Context: an optimization exercise on an open-source flow, tuned for small area, a short achievable clock period and few clock cycles per item. The choices shown serve that exercise and are no tape-out recipe.

==> inputs of 11-15 <==
==> flow/design.v (excerpt) <==
module armax_decrypt (
    input  wire        clk,
    input  wire        rst,
    input  wire        in_valid,
    output wire        in_ready,
    input  wire [31:0] in_addr,
    input  wire [31:0] in_val,
    output wire        out_valid,
    input  wire        out_ready,
    output wire [31:0] out_addr,
    output wire [31:0] out_val
);
    localparam [31:0] SCHED_0 = 32'h21323E26;
    localparam [31:0] SCHED_1 = 32'h3105192B;
    localparam [31:0] SCHED_2 = 32'h0E243331;
    localparam [31:0] SCHED_3 = 32'h2F0C2F17;
    localparam [31:0] SCHED_4 = 32'h132B0F33;
    localparam [31:0] SCHED_5 = 32'h2402182B;
    localparam [31:0] SCHED_6 = 32'h25111D1F;
    localparam [31:0] SCHED_7 = 32'h39181F36;
    localparam [31:0] SCHED_8 = 32'h130A2B29;
    localparam [31:0] SCHED_9 = 32'h03392B1E;
    localparam [31:0] SCHED_10 = 32'h2A3C3D35;
    localparam [31:0] SCHED_11 = 32'h3010122B;
    localparam [31:0] SCHED_12 = 32'h29001D0A;
    localparam [31:0] SCHED_13 = 32'h26273F32;
    localparam [31:0] SCHED_14 = 32'h09252E2D;
    localparam [31:0] SCHED_15 = 32'h083A071F;
    localparam [31:0] SCHED_16 = 32'h35390512;
    localparam [31:0] SCHED_17 = 32'h14203F37;
    localparam [31:0] SCHED_18 = 32'h28130A2F;
    localparam [31:0] SCHED_19 = 32'h03311D1F;
    localparam [31:0] SCHED_20 = 32'h002C3F33;
    localparam [31:0] SCHED_21 = 32'h132E323C;
    localparam [31:0] SCHED_22 = 32'h2A281138;
    localparam [31:0] SCHED_23 = 32'h0C051B37;
    localparam [31:0] SCHED_24 = 32'h34052C27;
    localparam [31:0] SCHED_25 = 32'h202E1D3A;
    localparam [31:0] SCHED_26 = 32'h07121F2D;
    localparam [31:0] SCHED_27 = 32'h0D28333C;
    localparam [31:0] SCHED_28 = 32'h160B3138;
    localparam [31:0] SCHED_29 = 32'h3214273B;
    localparam [31:0] SCHED_30 = 32'h02150B1F;
    localparam [31:0] SCHED_31 = 32'h020B3E3C;
    wire [31:0] in_a_sw = {in_addr[7:0], in_addr[15:8], in_addr[23:16], in_addr[31:24]};
  ...
Settings: LEC_CHECK=0, CAP_MARGIN=20, CORE_MARGIN=2, CORE_UTILIZATION=40, PLACE_DENSITY=0.6, SLEW_MARGIN=20; clock period 10.0 ns.
standard.sh (not shown) runs the stock make flow with config.mk's settings and CLKGATE_MAP_FILE= SYNTH_SCRIPT=/design/flow/synth_recipe.tcl, a recipe that flattens the netlist after the stock synthesis.
==> flow/flow/run.sh <==
#!/bin/bash
# Own layout flow: the standard ORFS flow, except that synthesis maps
# the logic with flow/abc_map.script (instead of ORFS's abc_speed/abc_area
# script) and does not extract half/full adders (ADDER_MAP_FILE empty).
# Registers, their names and cell types are as in the standard synthesis.
set -euo pipefail
here=$(pwd)
export MY_ABC_SCRIPT="$here/flow/abc_map.script"
sed -e "s#SYNTH_SCRIPT=[^ ]*#SYNTH_SCRIPT=$here/flow/my_synth.tcl ADDER_MAP_FILE=#" standard.sh > own_standard.sh
grep -q "my_synth.tcl ADDER_MAP_FILE=" own_standard.sh
bash own_standard.sh synth > synth.log 2>&1
bash own_standard.sh finish > layout.log 2>&1
test -s out/final.def
==> flow/flow/abc_map.script <==
strash
&get -n
&fraig -x
&put
dc2
strash
&get -n
&dch -f
&nf -R 1000
&put
buffer -c
topo
stime -c
upsize -c
dnsize -c
==> flow/flow/my_synth.tcl <==
proc synth {args} { yosys synth -nofsm -noshare {*}$args }
# Technology mapping with this flow's own ABC script (flow/abc_map.script)
# in place of ORFS's abc_area/abc_speed scripts.
if {[info exists ::env(MY_ABC_SCRIPT)] && $::env(MY_ABC_SCRIPT) ne ""} {
  proc abc {args} {
    set i [lsearch -exact $args -script]
    if {$i >= 0} { lset args [expr {$i + 1}] $::env(MY_ABC_SCRIPT) }
    puts "abc with script $::env(MY_ABC_SCRIPT)"
    yosys abc {*}$args
  }
}
source $::env(SCRIPTS_DIR)/synth.tcl
# left out here: clear keep_hierarchy, flatten, clean up, hide names made inside functions, write 1_2_yosys.v
==> inputs of 01-05, as changes to 11-15 <==
--- a/flow/flow/run.sh
+++ b/flow/flow/run.sh
@@ -6,5 +6,5 @@
 set -euo pipefail
 here=$(pwd)
-export MY_ABC_SCRIPT="$here/flow/abc_map.script"
+export MY_ABC_SCRIPT=
 sed -e "s#SYNTH_SCRIPT=[^ ]*#SYNTH_SCRIPT=$here/flow/my_synth.tcl ADDER_MAP_FILE=#" standard.sh > own_standard.sh
 grep -q "my_synth.tcl ADDER_MAP_FILE=" own_standard.sh
removed: flow/flow/abc_map.script
==> flow_summary_export.csv <==
group,metric,value,unit
run_status,status,"no timing/DRC/antenna violations",
sta,fin_crit_sh,0.457,
global_route,grt_pass1_vias,75200,
floorplanning,core_area,223000,um2
That was 11-15.
==> flow_summary_export.csv <==
group,metric,value,unit
run_status,status,"no timing/DRC/antenna violations",
floorplanning,core_area,271000,um2
finish,multi_input_area,66700,um2
global_route,grt_pass1_vias,88300,
sta,fin_crit_sh,0.498,
clock_tree,h-tree-depth,4,
That was 01-05.
No run of this note included a check of the RTL's function; only the layout flow was run.

[afterwards: timing with drivers on the ports]
The flow's constraints put no driver on any port. The routed layouts listed below were extracted and timed again, unchanged, in two steps. Step 1 assumes that a clkbuf_16 drives the clock port and a buf_2 every other input. Step 2, shift: input delay + t, output delay - t, t = (earliest + latest rising clock arrival at the registers) / 2. This alone moves slack from input paths to output paths. Three values: no drivers, after step 1, after step 2; two values: the first two.
| run | t, ns | setup WS [ns] | latest minus earliest clock arrival (ns) | slew at the worst register clock pin (ns) | worst data-port slew with drivers (ns) |
|---|---|---|---|---|---|
| 11-15 | 0.895 | 5.431 / 5.344 / 6.039 | 0.075 / 0.074 | 0.07 / 0.07 | 0.06 |
| 01-05 | 0.917 | 5.023 / 4.931 / 5.291 | 0.097 / 0.098 | 0.07 / 0.07 | 0.07 |
After both steps setup and hold are still met in every run listed.
